This design comes from an exercise in tuning for small area, a short achievable clock period and few clock cycles on the open sky130 flow, not from production work. Function not checked in this run: the RTL went through the layout flow alone.

### design/flow/config.mk
export PLATFORM = sky130hd
export DESIGN_NAME = inv16_core
export DESIGN_NICKNAME = inv16_core
export VERILOG_FILES = /design/flow/design.v
export SDC_FILE = /design/flow/constraint.sdc
export NUM_CORES = 4
export LEC_CHECK = 0
export CAP_MARGIN = 20
export CORE_MARGIN = 2
export CORE_UTILIZATION = 40
export SETUP_SLACK_MARGIN = 5
export SLEW_MARGIN = 20
### design/flow/constraint.sdc
create_clock -name core_clock -period 11.0 [get_ports {clk}]
set_input_delay 2.2000 -clock core_clock [delete_from_list [all_inputs] [get_ports {clk}]]
set_output_delay 2.2000 -clock core_clock [all_outputs]
set_load 0.01 [all_outputs]
### design/flow/design.v
module inv16_core (
    input  wire         clk,
    input  wire         rst,           
    input  wire         start,         
    input  wire [15:0]  nsteps,        
    output wire         busy,
    input  wire         hw_we,
    input  wire [4:0]   hw_sel,        
    input  wire [15:0]  hw_data,
    output wire [255:0] regs,          
    output wire [15:0]  pc_o,
    output wire         dir_o,         
    output wire [1:0]   err_o,
    output wire         halted_o,
    output wire         brk_o,         
    output reg          mem_req,
    output reg          mem_we,
    output reg  [15:0]  mem_addr,
    output wire [15:0]  mem_wdata,     
    input  wire         mem_ack,
    input  wire [15:0]  mem_rdata      
);
    localparam S_IDLE  = 3'd0;
    localparam S_FETCH = 3'd1;    
    localparam S_EXEC  = 3'd2;    
    localparam S_SRMW  = 3'd3;    
    localparam S_DIV   = 3'd4;    
    localparam S_MUL   = 3'd5;    
    localparam S_SRR   = 3'd6;    
    localparam S_DRAIN = 3'd7;    
    localparam OP_ADD = 4'h0, OP_SUB = 4'h1, OP_ROR = 4'h2, OP_ROL = 4'h3;
    localparam OP_SHR = 4'h4, OP_SHL = 4'h5, OP_AND = 4'h6, OP_ORA = 4'h7;
    localparam OP_MUL = 4'h8, OP_DIV = 4'h9, OP_CMP = 4'hA, OP_JEQ = 4'hB;
    localparam OP_XRI = 4'hC, OP_SRR = 4'hD, OP_SRM = 4'hE, OP_BRK = 4'hF;
    localparam ERR_NONE = 2'd0, ERR_MISALIGNED = 2'd1;
    localparam ERR_MISMATCHED = 2'd2, ERR_SRR = 2'd3;
    reg [15:0] x [0:15];
    reg [15:0] pc;
    reg        dir;
    reg [1:0]  err;
    reg        halted;
    reg        brk_hit;
    reg [2:0]  state;
    reg [15:0] ir;
    reg [15:0] steps_left;
    reg        last;           
    reg [15:0] dr;
    reg [15:0] dq;
    reg [3:0]  dcnt;           
    genvar gi;
    generate
        for (gi = 0; gi < 16; gi = gi + 1) begin : g_regs
            assign regs[16*gi +: 16] = x[gi];
        end
    endgenerate
    assign busy     = (state != S_IDLE);
    assign pc_o     = pc;
    assign dir_o    = dir;
    assign err_o    = err;
    assign halted_o = halted;
    assign brk_o    = brk_hit;
    wire [7:0] byte1 = ir[15:8];
    wire [3:0] op = ir[7:4];
    wire [3:0] fa = ir[3:0];
    wire [3:0] fb = ir[15:12];
    wire [3:0] fc = ir[11:8];
    function [15:0] rdport(input [3:0] sel, input [255:0] r);
        integer k;
        begin
            rdport = 16'h0000;
            for (k = 0; k < 16; k = k + 1)
                rdport = rdport | (r[16*k +: 16] & {16{sel == k}});
        end
    endfunction
    wire [15:0] va = rdport(fa, regs);
    wire [15:0] vb = rdport(fb, regs);
    wire [15:0] vc = rdport(fc, regs);
    wire [3:0]  sh = vc[3:0];
    wire [15:0] pc_next = dir ? (pc - 16'd2) : (pc + 16'd2);
    wire        is_sub = (op != OP_ADD);
    wire [16:0] sum    = {1'b0, vb} + {1'b0, vc ^ {16{is_sub}}} + {16'd0, is_sub};
    wire        eq     = (vb == vc);
    wire        lt     = ~sum[16];       
    function [4:0] bitlen(input [15:0] v);
        integer k;
        begin
            bitlen = 5'd0;
            for (k = 0; k < 16; k = k + 1)
                if (v[k]) bitlen = k + 1;
        end
    endfunction
    wire [4:0] lb = bitlen(vb);
    wire [4:0] lc = bitlen(vc);
    wire [4:0] dn = lb - lc;             
    wire       div_zero = (lc == 5'd0) || (lb < lc);    
    reg  [16:0] sh_in;
    reg  [3:0]  sh_amt;
    always @(*) begin
        if (op == OP_DIV) begin
            sh_in  = {1'b0, vb};
            sh_amt = ~dn[3:0];
        end else if (op[0]) begin       
            sh_in  = {1'b0, vb};
            sh_amt = sh;
        end else begin                  
            sh_in  = {vb, 1'b0};
            sh_amt = ~sh;
        end
    end
    wire [31:0] sh_out = {15'd0, sh_in} << sh_amt;
    reg [15:0] alu_f;
    always @(*) begin
        case (op)
            OP_ADD, OP_SUB: alu_f = sum[15:0];
            OP_ROR, OP_SHR: alu_f = sh_out[31:16];
            OP_ROL, OP_SHL: alu_f = sh_out[15:0];
            OP_AND:  alu_f = vb & vc;
            OP_ORA:  alu_f = vb | vc;
            OP_CMP:  alu_f = eq ? 16'h0000 : (lt ? 16'hFFFF : 16'h0001);
            OP_XRI:  alu_f = {8'h00, byte1};
            default: alu_f = 16'h0000;
        endcase
    end
    reg [15:0] srr_a, srr_b;
    always @(*) begin
        case (fc[2:0])
            3'd0: begin srr_a = va;                     srr_b = vb;                     end
            3'd1: begin srr_a = {va[7:0], va[15:8]};    srr_b = vb;                     end
            3'd2: begin srr_a = va;                     srr_b = {vb[7:0], vb[15:8]};    end
            3'd3: begin srr_a = {va[7:0], va[15:8]};    srr_b = {vb[7:0], vb[15:8]};    end
            3'd4: begin srr_a = vb;                     srr_b = va;                     end
            3'd5: begin srr_a = {vb[7:0], vb[15:8]};    srr_b = {va[7:0], va[15:8]};    end
            3'd6: begin srr_a = {vb[7:0], va[7:0]};     srr_b = {vb[15:8], va[15:8]};   end
            default: begin srr_a = {va[15:8], vb[15:8]}; srr_b = {va[7:0], vb[7:0]};    end
        endcase
    end
    wire [16:0] div_trial = {dr, dq[15]} - {1'b0, vc};
    wire        div_bit   = ~div_trial[16];
    wire [15:0] div_q     = {dq[14:0], div_bit};
    wire mcs_1 = (vb[13] & vc[0]) ^ (vb[12] & vc[1]);
    wire mcs_2 = (vb[13] & vc[0]) & (vb[12] & vc[1]);
    wire mcs_3 = (vb[14] & vc[0]) ^ (vb[13] & vc[1]) ^ (vb[12] & vc[2]);
    wire mcs_4 = ((vb[14] & vc[0]) & (vb[13] & vc[1])) | ((vb[14] & vc[0]) & (vb[12] & vc[2])) | ((vb[13] & vc[1]) & (vb[12] & vc[2]));
    wire mcs_5 = (vb[11] & vc[3]) ^ (vb[10] & vc[4]);
    wire mcs_6 = (vb[11] & vc[3]) & (vb[10] & vc[4]);
    wire mcs_7 = (vb[15] & vc[0]) ^ (vb[14] & vc[1]) ^ (vb[13] & vc[2]);
    wire mcs_8 = ((vb[15] & vc[0]) & (vb[14] & vc[1])) | ((vb[15] & vc[0]) & (vb[13] & vc[2])) | ((vb[14] & vc[1]) & (vb[13] & vc[2]));
    wire mcs_9 = (vb[12] & vc[3]) ^ (vb[11] & vc[4]) ^ (vb[10] & vc[5]);
    wire mcs_10 = ((vb[12] & vc[3]) & (vb[11] & vc[4])) | ((vb[12] & vc[3]) & (vb[10] & vc[5])) | ((vb[11] & vc[4]) & (vb[10] & vc[5]));
    wire mcs_11 = (vb[9] & vc[6]) ^ (vb[8] & vc[7]);
    wire mcs_12 = (vb[9] & vc[6]) & (vb[8] & vc[7]);
    wire mcs_13 = (vb[9] & vc[0]) ^ (vb[8] & vc[1]);
    wire mcs_14 = (vb[9] & vc[0]) & (vb[8] & vc[1]);
    wire mcs_15 = (vb[10] & vc[0]) ^ (vb[9] & vc[1]) ^ (vb[8] & vc[2]);
    wire mcs_16 = ((vb[10] & vc[0]) & (vb[9] & vc[1])) | ((vb[10] & vc[0]) & (vb[8] & vc[2])) | ((vb[9] & vc[1]) & (vb[8] & vc[2]));
    wire mcs_17 = (vb[7] & vc[3]) ^ (vb[6] & vc[4]);
    wire mcs_18 = (vb[7] & vc[3]) & (vb[6] & vc[4]);
    wire mcs_19 = (vb[11] & vc[0]) ^ (vb[10] & vc[1]) ^ (vb[9] & vc[2]);
    wire mcs_20 = ((vb[11] & vc[0]) & (vb[10] & vc[1])) | ((vb[11] & vc[0]) & (vb[9] & vc[2])) | ((vb[10] & vc[1]) & (vb[9] & vc[2]));
    wire mcs_21 = (vb[8] & vc[3]) ^ (vb[7] & vc[4]) ^ (vb[6] & vc[5]);
    wire mcs_22 = ((vb[8] & vc[3]) & (vb[7] & vc[4])) | ((vb[8] & vc[3]) & (vb[6] & vc[5])) | ((vb[7] & vc[4]) & (vb[6] & vc[5]));
    wire mcs_23 = (vb[5] & vc[6]) ^ (vb[4] & vc[7]);
    wire mcs_24 = (vb[5] & vc[6]) & (vb[4] & vc[7]);
    wire mcs_25 = (vb[12] & vc[0]) ^ (vb[11] & vc[1]) ^ (vb[10] & vc[2]);
    wire mcs_26 = ((vb[12] & vc[0]) & (vb[11] & vc[1])) | ((vb[12] & vc[0]) & (vb[10] & vc[2])) | ((vb[11] & vc[1]) & (vb[10] & vc[2]));
    wire mcs_27 = (vb[9] & vc[3]) ^ (vb[8] & vc[4]) ^ (vb[7] & vc[5]);
    wire mcs_28 = ((vb[9] & vc[3]) & (vb[8] & vc[4])) | ((vb[9] & vc[3]) & (vb[7] & vc[5])) | ((vb[8] & vc[4]) & (vb[7] & vc[5]));
    wire mcs_29 = (vb[6] & vc[6]) ^ (vb[5] & vc[7]) ^ (vb[4] & vc[8]);
    wire mcs_30 = ((vb[6] & vc[6]) & (vb[5] & vc[7])) | ((vb[6] & vc[6]) & (vb[4] & vc[8])) | ((vb[5] & vc[7]) & (vb[4] & vc[8]));
    wire mcs_31 = (vb[3] & vc[9]) ^ (vb[2] & vc[10]);
    wire mcs_32 = (vb[3] & vc[9]) & (vb[2] & vc[10]);
    wire mcs_33 = (vb[11] & vc[2]) ^ (vb[10] & vc[3]) ^ (vb[9] & vc[4]);
    wire mcs_34 = ((vb[11] & vc[2]) & (vb[10] & vc[3])) | ((vb[11] & vc[2]) & (vb[9] & vc[4])) | ((vb[10] & vc[3]) & (vb[9] & vc[4]));
    wire mcs_35 = (vb[8] & vc[5]) ^ (vb[7] & vc[6]) ^ (vb[6] & vc[7]);
    wire mcs_36 = ((vb[8] & vc[5]) & (vb[7] & vc[6])) | ((vb[8] & vc[5]) & (vb[6] & vc[7])) | ((vb[7] & vc[6]) & (vb[6] & vc[7]));
    wire mcs_37 = (vb[5] & vc[8]) ^ (vb[4] & vc[9]) ^ (vb[3] & vc[10]);
    wire mcs_38 = ((vb[5] & vc[8]) & (vb[4] & vc[9])) | ((vb[5] & vc[8]) & (vb[3] & vc[10])) | ((vb[4] & vc[9]) & (vb[3] & vc[10]));
    wire mcs_39 = (vb[2] & vc[11]) ^ (vb[1] & vc[12]) ^ (vb[0] & vc[13]);
    wire mcs_40 = ((vb[2] & vc[11]) & (vb[1] & vc[12])) | ((vb[2] & vc[11]) & (vb[0] & vc[13])) | ((vb[1] & vc[12]) & (vb[0] & vc[13]));
    wire mcs_41 = mcs_2 ^ (vb[9] & vc[5]) ^ (vb[8] & vc[6]);
    wire mcs_42 = (mcs_2 & (vb[9] & vc[5])) | (mcs_2 & (vb[8] & vc[6])) | ((vb[9] & vc[5]) & (vb[8] & vc[6]));
    wire mcs_43 = (vb[7] & vc[7]) ^ (vb[6] & vc[8]) ^ (vb[5] & vc[9]);
    wire mcs_44 = ((vb[7] & vc[7]) & (vb[6] & vc[8])) | ((vb[7] & vc[7]) & (vb[5] & vc[9])) | ((vb[6] & vc[8]) & (vb[5] & vc[9]));
    wire mcs_45 = (vb[4] & vc[10]) ^ (vb[3] & vc[11]) ^ (vb[2] & vc[12]);
    wire mcs_46 = ((vb[4] & vc[10]) & (vb[3] & vc[11])) | ((vb[4] & vc[10]) & (vb[2] & vc[12])) | ((vb[3] & vc[11]) & (vb[2] & vc[12]));
    wire mcs_47 = (vb[1] & vc[13]) ^ (vb[0] & vc[14]) ^ mcs_3;
    wire mcs_48 = ((vb[1] & vc[13]) & (vb[0] & vc[14])) | ((vb[1] & vc[13]) & mcs_3) | ((vb[0] & vc[14]) & mcs_3);
    wire mcs_49 = mcs_4 ^ mcs_6 ^ (vb[7] & vc[8]);
    wire mcs_50 = (mcs_4 & mcs_6) | (mcs_4 & (vb[7] & vc[8])) | (mcs_6 & (vb[7] & vc[8]));
    wire mcs_51 = (vb[6] & vc[9]) ^ (vb[5] & vc[10]) ^ (vb[4] & vc[11]);
    wire mcs_52 = ((vb[6] & vc[9]) & (vb[5] & vc[10])) | ((vb[6] & vc[9]) & (vb[4] & vc[11])) | ((vb[5] & vc[10]) & (vb[4] & vc[11]));
    wire mcs_53 = (vb[3] & vc[12]) ^ (vb[2] & vc[13]) ^ (vb[1] & vc[14]);
    wire mcs_54 = ((vb[3] & vc[12]) & (vb[2] & vc[13])) | ((vb[3] & vc[12]) & (vb[1] & vc[14])) | ((vb[2] & vc[13]) & (vb[1] & vc[14]));
    wire mcs_55 = (vb[0] & vc[15]) ^ mcs_7 ^ mcs_9;
    wire mcs_56 = ((vb[0] & vc[15]) & mcs_7) | ((vb[0] & vc[15]) & mcs_9) | (mcs_7 & mcs_9);
    wire mcs_57 = (vb[6] & vc[0]) ^ (vb[5] & vc[1]);
    wire mcs_58 = (vb[6] & vc[0]) & (vb[5] & vc[1]);
    wire mcs_59 = (vb[7] & vc[0]) ^ (vb[6] & vc[1]) ^ (vb[5] & vc[2]);
    wire mcs_60 = ((vb[7] & vc[0]) & (vb[6] & vc[1])) | ((vb[7] & vc[0]) & (vb[5] & vc[2])) | ((vb[6] & vc[1]) & (vb[5] & vc[2]));
    wire mcs_61 = (vb[4] & vc[3]) ^ (vb[3] & vc[4]);
    wire mcs_62 = (vb[4] & vc[3]) & (vb[3] & vc[4]);
    wire mcs_63 = (vb[8] & vc[0]) ^ (vb[7] & vc[1]) ^ (vb[6] & vc[2]);
    wire mcs_64 = ((vb[8] & vc[0]) & (vb[7] & vc[1])) | ((vb[8] & vc[0]) & (vb[6] & vc[2])) | ((vb[7] & vc[1]) & (vb[6] & vc[2]));
    wire mcs_65 = (vb[5] & vc[3]) ^ (vb[4] & vc[4]) ^ (vb[3] & vc[5]);
    wire mcs_66 = ((vb[5] & vc[3]) & (vb[4] & vc[4])) | ((vb[5] & vc[3]) & (vb[3] & vc[5])) | ((vb[4] & vc[4]) & (vb[3] & vc[5]));
    wire mcs_67 = (vb[2] & vc[6]) ^ (vb[1] & vc[7]);
    wire mcs_68 = (vb[2] & vc[6]) & (vb[1] & vc[7]);
    wire mcs_69 = (vb[7] & vc[2]) ^ (vb[6] & vc[3]) ^ (vb[5] & vc[4]);
    wire mcs_70 = ((vb[7] & vc[2]) & (vb[6] & vc[3])) | ((vb[7] & vc[2]) & (vb[5] & vc[4])) | ((vb[6] & vc[3]) & (vb[5] & vc[4]));
    wire mcs_71 = (vb[4] & vc[5]) ^ (vb[3] & vc[6]) ^ (vb[2] & vc[7]);
    wire mcs_72 = ((vb[4] & vc[5]) & (vb[3] & vc[6])) | ((vb[4] & vc[5]) & (vb[2] & vc[7])) | ((vb[3] & vc[6]) & (vb[2] & vc[7]));
    wire mcs_73 = (vb[1] & vc[8]) ^ (vb[0] & vc[9]) ^ mcs_13;
    wire mcs_74 = ((vb[1] & vc[8]) & (vb[0] & vc[9])) | ((vb[1] & vc[8]) & mcs_13) | ((vb[0] & vc[9]) & mcs_13);
    wire mcs_75 = mcs_14 ^ (vb[5] & vc[5]) ^ (vb[4] & vc[6]);
    wire mcs_76 = (mcs_14 & (vb[5] & vc[5])) | (mcs_14 & (vb[4] & vc[6])) | ((vb[5] & vc[5]) & (vb[4] & vc[6]));
    wire mcs_77 = (vb[3] & vc[7]) ^ (vb[2] & vc[8]) ^ (vb[1] & vc[9]);
    wire mcs_78 = ((vb[3] & vc[7]) & (vb[2] & vc[8])) | ((vb[3] & vc[7]) & (vb[1] & vc[9])) | ((vb[2] & vc[8]) & (vb[1] & vc[9]));
    wire mcs_79 = (vb[0] & vc[10]) ^ mcs_15 ^ mcs_17;
    wire mcs_80 = ((vb[0] & vc[10]) & mcs_15) | ((vb[0] & vc[10]) & mcs_17) | (mcs_15 & mcs_17);
    wire mcs_81 = mcs_16 ^ mcs_18 ^ (vb[3] & vc[8]);
    wire mcs_82 = (mcs_16 & mcs_18) | (mcs_16 & (vb[3] & vc[8])) | (mcs_18 & (vb[3] & vc[8]));
    wire mcs_83 = (vb[2] & vc[9]) ^ (vb[1] & vc[10]) ^ (vb[0] & vc[11]);
    wire mcs_84 = ((vb[2] & vc[9]) & (vb[1] & vc[10])) | ((vb[2] & vc[9]) & (vb[0] & vc[11])) | ((vb[1] & vc[10]) & (vb[0] & vc[11]));
    wire mcs_85 = mcs_19 ^ mcs_21 ^ mcs_23;
    wire mcs_86 = (mcs_19 & mcs_21) | (mcs_19 & mcs_23) | (mcs_21 & mcs_23);
    wire mcs_87 = mcs_20 ^ mcs_22 ^ mcs_24;
    wire mcs_88 = (mcs_20 & mcs_22) | (mcs_20 & mcs_24) | (mcs_22 & mcs_24);
    wire mcs_89 = (vb[1] & vc[11]) ^ (vb[0] & vc[12]) ^ mcs_25;
    wire mcs_90 = ((vb[1] & vc[11]) & (vb[0] & vc[12])) | ((vb[1] & vc[11]) & mcs_25) | ((vb[0] & vc[12]) & mcs_25);
    wire mcs_91 = mcs_27 ^ mcs_29 ^ mcs_31;
    wire mcs_92 = (mcs_27 & mcs_29) | (mcs_27 & mcs_31) | (mcs_29 & mcs_31);
    wire mcs_93 = mcs_26 ^ mcs_28 ^ mcs_30;
    wire mcs_94 = (mcs_26 & mcs_28) | (mcs_26 & mcs_30) | (mcs_28 & mcs_30);
    wire mcs_95 = mcs_32 ^ mcs_1 ^ mcs_33;
    wire mcs_96 = (mcs_32 & mcs_1) | (mcs_32 & mcs_33) | (mcs_1 & mcs_33);
    wire mcs_97 = mcs_35 ^ mcs_37 ^ mcs_39;
    wire mcs_98 = (mcs_35 & mcs_37) | (mcs_35 & mcs_39) | (mcs_37 & mcs_39);
    wire mcs_99 = mcs_34 ^ mcs_36 ^ mcs_38;
    wire mcs_100 = (mcs_34 & mcs_36) | (mcs_34 & mcs_38) | (mcs_36 & mcs_38);
    wire mcs_101 = mcs_40 ^ mcs_5 ^ mcs_41;
    wire mcs_102 = (mcs_40 & mcs_5) | (mcs_40 & mcs_41) | (mcs_5 & mcs_41);
    wire mcs_103 = mcs_43 ^ mcs_45 ^ mcs_47;
    wire mcs_104 = (mcs_43 & mcs_45) | (mcs_43 & mcs_47) | (mcs_45 & mcs_47);
    wire mcs_105 = mcs_42 ^ mcs_44 ^ mcs_46;
    wire mcs_106 = (mcs_42 & mcs_44) | (mcs_42 & mcs_46) | (mcs_44 & mcs_46);
    wire mcs_107 = mcs_48 ^ mcs_11 ^ mcs_49;
    wire mcs_108 = (mcs_48 & mcs_11) | (mcs_48 & mcs_49) | (mcs_11 & mcs_49);
    wire mcs_109 = mcs_51 ^ mcs_53 ^ mcs_55;
    wire mcs_110 = (mcs_51 & mcs_53) | (mcs_51 & mcs_55) | (mcs_53 & mcs_55);
    wire mcs_111 = (vb[4] & vc[0]) ^ (vb[3] & vc[1]);
    wire mcs_112 = (vb[4] & vc[0]) & (vb[3] & vc[1]);
    wire mcs_113 = (vb[5] & vc[0]) ^ (vb[4] & vc[1]) ^ (vb[3] & vc[2]);
    wire mcs_114 = ((vb[5] & vc[0]) & (vb[4] & vc[1])) | ((vb[5] & vc[0]) & (vb[3] & vc[2])) | ((vb[4] & vc[1]) & (vb[3] & vc[2]));
    wire mcs_115 = (vb[2] & vc[3]) ^ (vb[1] & vc[4]);
    wire mcs_116 = (vb[2] & vc[3]) & (vb[1] & vc[4]);
    wire mcs_117 = (vb[4] & vc[2]) ^ (vb[3] & vc[3]) ^ (vb[2] & vc[4]);
    wire mcs_118 = ((vb[4] & vc[2]) & (vb[3] & vc[3])) | ((vb[4] & vc[2]) & (vb[2] & vc[4])) | ((vb[3] & vc[3]) & (vb[2] & vc[4]));
    wire mcs_119 = (vb[1] & vc[5]) ^ (vb[0] & vc[6]) ^ mcs_57;
    wire mcs_120 = ((vb[1] & vc[5]) & (vb[0] & vc[6])) | ((vb[1] & vc[5]) & mcs_57) | ((vb[0] & vc[6]) & mcs_57);
    wire mcs_121 = mcs_58 ^ (vb[2] & vc[5]) ^ (vb[1] & vc[6]);
    wire mcs_122 = (mcs_58 & (vb[2] & vc[5])) | (mcs_58 & (vb[1] & vc[6])) | ((vb[2] & vc[5]) & (vb[1] & vc[6]));
    wire mcs_123 = (vb[0] & vc[7]) ^ mcs_59 ^ mcs_61;
    wire mcs_124 = ((vb[0] & vc[7]) & mcs_59) | ((vb[0] & vc[7]) & mcs_61) | (mcs_59 & mcs_61);
    wire mcs_125 = mcs_60 ^ mcs_62 ^ (vb[0] & vc[8]);
    wire mcs_126 = (mcs_60 & mcs_62) | (mcs_60 & (vb[0] & vc[8])) | (mcs_62 & (vb[0] & vc[8]));
    wire mcs_127 = mcs_63 ^ mcs_65 ^ mcs_67;
    wire mcs_128 = (mcs_63 & mcs_65) | (mcs_63 & mcs_67) | (mcs_65 & mcs_67);
    wire mcs_129 = mcs_64 ^ mcs_66 ^ mcs_68;
    wire mcs_130 = (mcs_64 & mcs_66) | (mcs_64 & mcs_68) | (mcs_66 & mcs_68);
    wire mcs_131 = mcs_69 ^ mcs_71 ^ mcs_73;
    wire mcs_132 = (mcs_69 & mcs_71) | (mcs_69 & mcs_73) | (mcs_71 & mcs_73);
    wire mcs_133 = mcs_70 ^ mcs_72 ^ mcs_74;
    wire mcs_134 = (mcs_70 & mcs_72) | (mcs_70 & mcs_74) | (mcs_72 & mcs_74);
    wire mcs_135 = mcs_75 ^ mcs_77 ^ mcs_79;
    wire mcs_136 = (mcs_75 & mcs_77) | (mcs_75 & mcs_79) | (mcs_77 & mcs_79);
    wire mcs_137 = mcs_76 ^ mcs_78 ^ mcs_80;
    wire mcs_138 = (mcs_76 & mcs_78) | (mcs_76 & mcs_80) | (mcs_78 & mcs_80);
    wire mcs_139 = mcs_81 ^ mcs_83 ^ mcs_85;
    wire mcs_140 = (mcs_81 & mcs_83) | (mcs_81 & mcs_85) | (mcs_83 & mcs_85);
    wire mcs_141 = mcs_82 ^ mcs_84 ^ mcs_86;
    wire mcs_142 = (mcs_82 & mcs_84) | (mcs_82 & mcs_86) | (mcs_84 & mcs_86);
    wire mcs_143 = mcs_87 ^ mcs_89 ^ mcs_91;
    wire mcs_144 = (mcs_87 & mcs_89) | (mcs_87 & mcs_91) | (mcs_89 & mcs_91);
    wire mcs_145 = mcs_88 ^ mcs_90 ^ mcs_92;
    wire mcs_146 = (mcs_88 & mcs_90) | (mcs_88 & mcs_92) | (mcs_90 & mcs_92);
    wire mcs_147 = mcs_93 ^ mcs_95 ^ mcs_97;
    wire mcs_148 = (mcs_93 & mcs_95) | (mcs_93 & mcs_97) | (mcs_95 & mcs_97);
    wire mcs_149 = mcs_94 ^ mcs_96 ^ mcs_98;
    wire mcs_150 = (mcs_94 & mcs_96) | (mcs_94 & mcs_98) | (mcs_96 & mcs_98);
    wire mcs_151 = mcs_99 ^ mcs_101 ^ mcs_103;
    wire mcs_152 = (mcs_99 & mcs_101) | (mcs_99 & mcs_103) | (mcs_101 & mcs_103);
    wire mcs_153 = mcs_100 ^ mcs_102 ^ mcs_104;
    wire mcs_154 = (mcs_100 & mcs_102) | (mcs_100 & mcs_104) | (mcs_102 & mcs_104);
    wire mcs_155 = mcs_105 ^ mcs_107 ^ mcs_109;
    wire mcs_156 = (mcs_105 & mcs_107) | (mcs_105 & mcs_109) | (mcs_107 & mcs_109);
    wire mcs_157 = (vb[3] & vc[0]) ^ (vb[2] & vc[1]);
    wire mcs_158 = (vb[3] & vc[0]) & (vb[2] & vc[1]);
    wire mcs_159 = (vb[2] & vc[2]) ^ (vb[1] & vc[3]) ^ (vb[0] & vc[4]);
    wire mcs_160 = ((vb[2] & vc[2]) & (vb[1] & vc[3])) | ((vb[2] & vc[2]) & (vb[0] & vc[4])) | ((vb[1] & vc[3]) & (vb[0] & vc[4]));
    wire mcs_161 = mcs_112 ^ (vb[0] & vc[5]) ^ mcs_113;
    wire mcs_162 = (mcs_112 & (vb[0] & vc[5])) | (mcs_112 & mcs_113) | ((vb[0] & vc[5]) & mcs_113);
    wire mcs_163 = mcs_114 ^ mcs_116 ^ mcs_117;
    wire mcs_164 = (mcs_114 & mcs_116) | (mcs_114 & mcs_117) | (mcs_116 & mcs_117);
    wire mcs_165 = mcs_118 ^ mcs_120 ^ mcs_121;
    wire mcs_166 = (mcs_118 & mcs_120) | (mcs_118 & mcs_121) | (mcs_120 & mcs_121);
    wire mcs_167 = mcs_122 ^ mcs_124 ^ mcs_125;
    wire mcs_168 = (mcs_122 & mcs_124) | (mcs_122 & mcs_125) | (mcs_124 & mcs_125);
    wire mcs_169 = mcs_126 ^ mcs_128 ^ mcs_129;
    wire mcs_170 = (mcs_126 & mcs_128) | (mcs_126 & mcs_129) | (mcs_128 & mcs_129);
    wire mcs_171 = mcs_130 ^ mcs_132 ^ mcs_133;
    wire mcs_172 = (mcs_130 & mcs_132) | (mcs_130 & mcs_133) | (mcs_132 & mcs_133);
    wire mcs_173 = mcs_134 ^ mcs_136 ^ mcs_137;
    wire mcs_174 = (mcs_134 & mcs_136) | (mcs_134 & mcs_137) | (mcs_136 & mcs_137);
    wire mcs_175 = mcs_138 ^ mcs_140 ^ mcs_141;
    wire mcs_176 = (mcs_138 & mcs_140) | (mcs_138 & mcs_141) | (mcs_140 & mcs_141);
    wire mcs_177 = mcs_142 ^ mcs_144 ^ mcs_145;
    wire mcs_178 = (mcs_142 & mcs_144) | (mcs_142 & mcs_145) | (mcs_144 & mcs_145);
    wire mcs_179 = mcs_146 ^ mcs_148 ^ mcs_149;
    wire mcs_180 = (mcs_146 & mcs_148) | (mcs_146 & mcs_149) | (mcs_148 & mcs_149);
    wire mcs_181 = mcs_150 ^ mcs_152 ^ mcs_153;
    wire mcs_182 = (mcs_150 & mcs_152) | (mcs_150 & mcs_153) | (mcs_152 & mcs_153);
    wire mcs_183 = (vb[2] & vc[0]) ^ (vb[1] & vc[1]);
    wire mcs_184 = (vb[2] & vc[0]) & (vb[1] & vc[1]);
    wire mcs_185 = (vb[1] & vc[2]) ^ (vb[0] & vc[3]) ^ mcs_157;
    wire mcs_186 = ((vb[1] & vc[2]) & (vb[0] & vc[3])) | ((vb[1] & vc[2]) & mcs_157) | ((vb[0] & vc[3]) & mcs_157);
    wire mcs_187 = mcs_158 ^ mcs_111 ^ mcs_159;
    wire mcs_188 = (mcs_158 & mcs_111) | (mcs_158 & mcs_159) | (mcs_111 & mcs_159);
    wire mcs_189 = mcs_160 ^ mcs_115 ^ mcs_161;
    wire mcs_190 = (mcs_160 & mcs_115) | (mcs_160 & mcs_161) | (mcs_115 & mcs_161);
    wire mcs_191 = mcs_162 ^ mcs_119 ^ mcs_163;
    wire mcs_192 = (mcs_162 & mcs_119) | (mcs_162 & mcs_163) | (mcs_119 & mcs_163);
    wire mcs_193 = mcs_164 ^ mcs_123 ^ mcs_165;
    wire mcs_194 = (mcs_164 & mcs_123) | (mcs_164 & mcs_165) | (mcs_123 & mcs_165);
    wire mcs_195 = mcs_166 ^ mcs_127 ^ mcs_167;
    wire mcs_196 = (mcs_166 & mcs_127) | (mcs_166 & mcs_167) | (mcs_127 & mcs_167);
    wire mcs_197 = mcs_168 ^ mcs_131 ^ mcs_169;
    wire mcs_198 = (mcs_168 & mcs_131) | (mcs_168 & mcs_169) | (mcs_131 & mcs_169);
    wire mcs_199 = mcs_170 ^ mcs_135 ^ mcs_171;
    wire mcs_200 = (mcs_170 & mcs_135) | (mcs_170 & mcs_171) | (mcs_135 & mcs_171);
    wire mcs_201 = mcs_172 ^ mcs_139 ^ mcs_173;
    wire mcs_202 = (mcs_172 & mcs_139) | (mcs_172 & mcs_173) | (mcs_139 & mcs_173);
    wire mcs_203 = mcs_174 ^ mcs_143 ^ mcs_175;
    wire mcs_204 = (mcs_174 & mcs_143) | (mcs_174 & mcs_175) | (mcs_143 & mcs_175);
    wire mcs_205 = mcs_176 ^ mcs_147 ^ mcs_177;
    wire mcs_206 = (mcs_176 & mcs_147) | (mcs_176 & mcs_177) | (mcs_147 & mcs_177);
    wire mcs_207 = mcs_178 ^ mcs_151 ^ mcs_179;
    wire mcs_208 = (mcs_178 & mcs_151) | (mcs_178 & mcs_179) | (mcs_151 & mcs_179);
    wire mcs_209 = mcs_180 ^ mcs_155 ^ mcs_181;
    wire mcs_210 = (mcs_180 & mcs_155) | (mcs_180 & mcs_181) | (mcs_155 & mcs_181);
    wire [15:0] mul_s = {mcs_208, mcs_206, mcs_204, mcs_202, mcs_200, mcs_198, mcs_196, mcs_194, mcs_192, mcs_190, mcs_188, mcs_186, mcs_184, (vb[0] & vc[2]), (vb[1] & vc[0]), (vb[0] & vc[0])};
    wire [15:0] mul_c = {mcs_209, mcs_207, mcs_205, mcs_203, mcs_201, mcs_199, mcs_197, mcs_195, mcs_193, mcs_191, mcs_189, mcs_187, mcs_185, mcs_183, (vb[0] & vc[1]), 1'b0};
    wire [15:0] mul_q = dr + dq;
    assign mem_wdata = va;
    always @(*) begin
        mem_req  = 1'b0;
        mem_we   = 1'b0;
        mem_addr = pc_next;
        case (state)
            S_IDLE:  begin
                mem_req  = start && err == ERR_NONE && !halted;
                mem_addr = pc;
            end
            S_FETCH, S_DRAIN: begin mem_req = 1'b1; mem_addr = pc; end
            S_EXEC:  begin
                mem_req = 1'b1;
                if (op == OP_SRM)      mem_addr = vb;
                else if (op == OP_JEQ) mem_addr = va;    
            end
            S_SRMW:  begin mem_req = 1'b1; mem_we = 1'b1; mem_addr = vb; end
            S_DIV:   begin mem_req = (dcnt == 4'd0); end
            S_MUL, S_SRR: begin mem_req = 1'b1; end
            default: ;
        endcase
    end
    task automatic next_step;
        begin
            steps_left <= steps_left - 16'd1;
            last       <= (steps_left == 16'd2);
            if (last)
                state <= S_IDLE;
            else begin
                ir    <= mem_rdata;
                state <= S_EXEC;
            end
        end
    endtask
    always @(posedge clk) begin
        if (rst) begin
            pc         <= 16'h0000;
            dir        <= 1'b0;
            err        <= ERR_NONE;
            halted     <= 1'b0;
            brk_hit    <= 1'b0;
            state      <= S_IDLE;
        end else begin
            case (state)
                S_IDLE: begin
                    if (start) begin
                        brk_hit    <= 1'b0;
                        steps_left <= nsteps;
                        last       <= (nsteps == 16'd1);
                        if (err == ERR_NONE && !halted) begin
                            ir <= mem_rdata;
                            if (nsteps == 16'd0)
                                state <= mem_ack ? S_IDLE : S_DRAIN;
                            else
                                state <= mem_ack ? S_EXEC : S_FETCH;
                        end
                    end else if (hw_we) begin
                        case (hw_sel)
                            5'd16:   pc  <= hw_data;
                            5'd17:   dir <= hw_data[0];
                            5'd18:   err <= hw_data[1:0];
                            default: ;
                        endcase
                    end
                end
                S_DRAIN: begin
                    if (mem_ack) state <= S_IDLE;
                end
                S_FETCH: begin
                    if (mem_ack) begin
                        ir    <= mem_rdata;
                        state <= S_EXEC;
                    end
                end
                S_EXEC: if (mem_ack) begin
                    case (op)
                        OP_BRK: begin
                            brk_hit <= 1'b1;
                            if (fa == 4'hF && fb == 4'hF)
                                halted <= 1'b1;
                            else
                                pc <= pc_next;
                            state <= S_IDLE;
                        end
                        OP_SRR: begin
                            if (fc[3]) begin
                                err   <= ERR_SRR;
                                state <= S_IDLE;
                            end else begin
                                dr    <= srr_b;
                                state <= S_SRR;
                            end
                        end
                        OP_JEQ: begin
                            if (!eq) begin
                                pc         <= pc_next;
                                steps_left <= steps_left - 16'd1;
                                last       <= (steps_left == 16'd2);
                                state      <= last ? S_IDLE : S_FETCH;
                            end else if (va[0]) begin
                                err   <= ERR_MISALIGNED;
                                state <= S_IDLE;
                            end else if (mem_rdata != ir) begin
                                err   <= ERR_MISMATCHED;
                                state <= S_IDLE;
                            end else begin
                                pc         <= va;
                                steps_left <= steps_left - 16'd1;
                                last       <= (steps_left == 16'd2);
                                if (last) state <= S_IDLE;
                            end
                        end
                        OP_SRM: begin
                            dr    <= mem_rdata;
                            state <= S_SRMW;
                        end
                        OP_MUL: begin
                            dr    <= mul_s;
                            dq    <= mul_c;
                            state <= S_MUL;
                        end
                        OP_DIV: begin
                            if (div_zero) begin
                                pc <= pc_next;
                                next_step;
                            end else begin
                                {dr, dq} <= sh_out[31:0];
                                dcnt     <= dn[3:0];
                                state    <= S_DIV;
                            end
                        end
                        default: begin
                            pc <= pc_next;
                            next_step;
                        end
                    endcase
                end
                S_SRMW: begin
                    if (mem_ack) begin
                        pc         <= pc_next;
                        steps_left <= steps_left - 16'd1;
                        last       <= (steps_left == 16'd2);
                        state      <= last ? S_IDLE : S_FETCH;
                    end
                end
                S_MUL, S_SRR: begin
                    if (mem_ack) begin
                        pc <= pc_next;
                        next_step;
                    end
                end
                S_DIV: begin
                    if (dcnt != 4'd0) begin
                        dcnt <= dcnt - 4'd1;
                        dr   <= div_bit ? div_trial[15:0] : {dr[14:0], dq[15]};
                        dq   <= div_q;
                    end else if (mem_ack) begin
                        pc <= pc_next;
                        next_step;
                    end
                end
                default: state <= S_IDLE;
            endcase
        end
    end
    reg        we_a;
    reg [3:0]  wa;
    reg [15:0] wd_a;
    always @(*) begin
        we_a = 1'b0;
        wa   = fa;
        wd_a = va ^ alu_f;
        case (state)
            S_IDLE: begin
                we_a = hw_we && !start && !hw_sel[4];
                wa   = hw_sel[3:0];
                wd_a = hw_data;
            end
            S_EXEC: if (mem_ack) begin
                case (op)
                    OP_DIV, OP_BRK, OP_SRM, OP_MUL: ;
                    OP_SRR: begin
                        we_a = !fc[3];
                        wd_a = srr_a;
                    end
                    OP_JEQ: begin
                        we_a = eq && !va[0] && mem_rdata == ir;
                        wd_a = pc;
                    end
                    default: we_a = 1'b1;
                endcase
            end
            S_SRMW: begin
                we_a = mem_ack;
                wd_a = dr;
            end
            S_DIV: begin
                we_a = (dcnt == 4'd0) && mem_ack;
                wd_a = va ^ div_q;
            end
            S_MUL: begin
                we_a = mem_ack;
                wd_a = va ^ mul_q;
            end
            S_SRR: begin
                we_a = mem_ack;
                wa   = fb;
                wd_a = dr;
            end
            default: ;
        endcase
    end
    wire [15:0] wd = rst ? 16'h0000 : wd_a;
    integer i;
    always @(posedge clk) begin
        for (i = 0; i < 16; i = i + 1)
            if (rst || (we_a && wa == i))
                x[i] <= wd;
    end
endmodule
### design/flow/run.sh
#!/bin/bash
# synth_recipe.tcl (not shown) runs the flow's synth.tcl, then flattens the netlist and writes it again
# the make line also repeats each setting of config.mk as NAME=value (left out here)
make -C /OpenROAD-flow-scripts/flow DESIGN_CONFIG=/design/flow/config.mk WORK_HOME=/design/flow/orfs CLKGATE_MAP_FILE= SYNTH_SCRIPT=/design/flow/synth_recipe.tcl finish
==> notes.md <==
[worst paths after layout]
check | to | slack (ns)
hold reg to reg | brk_hit$_SDFFE_PP0P_ | 0.47
setup reg to reg | dq[15]$_DFFE_PP_ | 4.52
setup / recovery | dq[15]$_DFFE_PP_ | 4.52
hold / removal | brk_hit$_SDFFE_PP0P_ | 0.47
[cell type report]
| class | instances | area share |
|---|---|---|
| Clock inverter | 23 | 0.00601 |
| Antenna cell | 7 | 0.000372 |
| Tap cell | 1080 | 0.0287 |
| Sequential cell | 349 | 0.218 |
| Inverter | 186 | 0.0175 |
| Clock buffer | 53 | 0.0234 |
| Multi-Input combinational cell | 2947 | 0.502 |
| Timing Repair Buffer | 911 | 0.204 |
[placed cells by master (no fill, tap or decap), types with 50 or more instances in the layout]
cell / synthesis / final
buf_12: 0 / 69
o211ai_1: 56 / 56
mux2_2: 59 / 57
clkdlybuf4s50_1: 0 / 353
fa_1: 83 / 62
nand3_1: 89 / 78
edfxtp_1: 325 / 325
buf_4: 23 / 342
mux2i_1: 101 / 87
a31oi_1: 64 / 54
a221oi_1: 75 / 59
a22oi_1: 113 / 107
inv_1: 177 / 156
nand2_1: 277 / 269
o21ai_0: 245 / 205
a211oi_1: 74 / 50
xnor2_1: 97 / 82
ha_1: 115 / 113
a21oi_1: 223 / 198
nor3_1: 97 / 80
buf_6: 16 / 83
nor2_1: 333 / 303
[worst max-delay path, stage by stage, from the launching register on]
cell	delay [ns]
edfxtp_1	0.48
buf_4	0.21
buf_4	0.15
bufbuf_16	0.30
nand2_1	0.22
o21ai_0	0.19
o32ai_2	0.20
nand3_4	0.25
clkinvlp_4	0.18
buf_8	0.25
nor2_1	0.10
fa_2	0.41
fa_1	0.54
inv_1	0.06
fa_2	0.39
fa_2	0.41
xnor2_2	0.14
xnor2_1	0.18
xnor2_1	0.17
xnor2_1	0.15
xnor3_1	0.28
xnor2_2	0.17
xnor2_2	0.17
xnor2_4	0.37
nand2_1	0.09
a31oi_1	0.17
[layer usage]
| layer | track usage | part of all wire |
|---|---|---|
| met2 | 0.734 | 0.40 |
| met3 | 0.195 | 0.15 |
| met5 | 0.00113 | 0.00036 |
| met1 | 0.618 | 0.34 |
| met4 | 0.410 | 0.11 |
[flip-flops by register name (all words and copies together), names as in the netlist, 2 cells and up]
register,count
x,256
dcnt,4
steps_left,16
pc,16
dq,16
state,3
dr,16
err,2
ir,16
[what timing repair did]
item                                    in CTS  in global routing
pin swaps                                  127                121
setup buffers                              249                 84
endpoints found under the hold margin        0                  0
cloned                                      23                 11
endpoints found under the setup margin     656                559
gates resized for setup                    521                264
[kinds of logic (layout without fill, tap and decap cells)]
| family | after synthesis | in the layout |
|---|---|---|
| buf+inv | 495 | 1173 |
| xor+xnor | 129 | 129 |
| other cells | 0 | 7 |
| simple gates | 1169 | 1169 |
| flops | 349 | 349 |
| compound gates | 1270 | 1271 |
| fa+ha+maj | 202 | 202 |
| mux | 176 | 176 |
==> flow_summary.json <==
{
  "whs_ns": 0.471,
  "grt_pass1_vias": 37200,
  "utilization": 0.566,
  "wirelength_mm": 233,
  "synth_area_um2": 33400,
  "seq_area_um2": 10300,
  "die_h_um": 293,
  "clkLatencyLatePin_ns": 0.64,
  "period_needed_ns": 6.48,
  "failed_checks": "capacitance limit, slew limit",
  "setup.worst_path.start": "ir[13]$_DFFE_PP_",
  "synth_top_family_by_area": "compound AO/OA/AOI/OAI gates",
  "rr_startpoint": "ir[13]$_DFFE_PP_",
  "area_growth_pct": 40.7,
  "synth_top_area_frac": 0.292,
  "drv_cap": 1,
  "antenna_found_initial": 16,
  "ant_nets": 0,
  "layout-drive-gt1-share": 0.254,
  "post-place-ws_ns": 2.03,
  "synthAdderAreaFrac": 0.0939,
  "synth-simple-area-share": 0.176,
  "synth_most_common_cell": "nor2_1",
  "yosys.area.top_type": "edfxtp_1",
  "synth_xor_area_frac": 0.0346,
  "yosys-top-cells-area": "edfxtp_1 (29%), fa_1 (5.0%), ha_1 (4.3%)",
  "post-route-drc-count": 0,
  "h-tree-depth": 2,
  "cts_hold_buf": 0,
  "die_area_um2": 85900,
  "grt_use_total": 0.514,
  "status": "failed layout checks",
  "ys_warn_count": 2,
  "critPathMaxFanout": 21,
  "die_x_um": 293,
  "fp.coreArea_um2": 83200,
  "synth-compound-area-share": 0.265,
  "io_buffers": 369,
  "worst_pin_slew_ns": 1.58,
  "num_rows": 106,
  "rsz0062_at_grt": "yes",
  "fin_area_um2": 47000,
  "drt_first_pass_iters": 14,
  "setup_slack_ns": 4.52,
  "gr-total-overflow": 0,
  "vias_per_cell": 7.30,
  "crit_type": "register to register",
  "hold_path.class": "register to register",
  "worstPathArrival_ns": 6.93,
  "syn-num-nets": 4046,
  "synthArstFlopShare": 0,
  "cp_data_required_time_ns": 11.46,
  "nNetsFinal": 4692,
  "cts-buffers-inserted": 41,
  "dpl.cell_count": 5106,
  "ios": 370,
  "clockRootBuffer": "clkbuf_16",
  "fillers": 7509,
  "timing.fmax_ghz": 0.154,
  "final-instance-count-excl-fill": 5556,
  "multi_input_area_um2": 23600,
  "hold_depth": 2,
  "cts_tree": "built",
  "timing.final.max_slew_violations": 20,
  "cts_buffer_depth": 3,
  "grt_max_degree": 74,
  "dp_hpwl_mm": 160,
  "synthMuxAreaShare": 0.0597,
  "reg2reg_depth": 25,
  "hold_viol": 0,
  "clock-sinks": 349,
  "netlist_top_cells_count": "nor2_1 (333), edfxtp_1 (325), nand2_1 (277)",
  "worstHoldStart": "brk_hit$_SDFFE_PP0P_",
  "tns_ns": 0,
  "grt_pass1_wl_mm": 308,
  "clk_pin_slew_ns": 0.07,
  "period_share": 0.589,
  "finClkSkew_ns": 0.0561,
  "relSlewSlack": -0.0629,
  "yosysUniqueCellTypes": 110,
  "syn_inst": 3790,
  "wl_per_cell_um": 41.9,
  "start_util": 0.402,
  "ys_seq_elements": 349,
  "vias": 40600,
  "synth_edf_count": 325,
  "synth-seq-area-share": 0.306,
  "avgSynthCellArea_um2": 8.82,
  "finalSetupViolations": 0,
  "synth_top_flop_cell": "edfxtp_1",
  "critPathCaptureType": "register",
  "place_area_um2": 38900,
  "cp-start-kind": "register",
  "place_congestion": 1.08,
  "initialDrtViolationCount": 7649
}

## static timing again, ports no longer ideal
No port has a modelled driver above. Below, the same layout with a new extraction and two added sets of constraints. Step 1 (the two cells are an assumption about what drives the block):
set clk [get_ports {clk}]
set_driving_cell -lib_cell sky130_fd_sc_hd__clkbuf_16 $clk
set_driving_cell -lib_cell sky130_fd_sc_hd__buf_2 [delete_from_list [all_inputs] $clk]
Step 2, shift: input delay + t, output delay - t, t = (earliest + latest rising clock arrival at the registers) / 2. This alone moves slack from input paths to output paths. a / b / c = ideal ports / drivers / drivers and shift; a / b = the first two.
t, ns: 0.695
setup WS [ns]: 4.525 / 4.467 / 4.525
worst register clock-pin slew, ns: 0.07 / 0.07
pins driven straight from the clock port: 1
For this run, drivers alone change the setup slack by -0.058 ns; drivers and shift together by 0.000 ns.
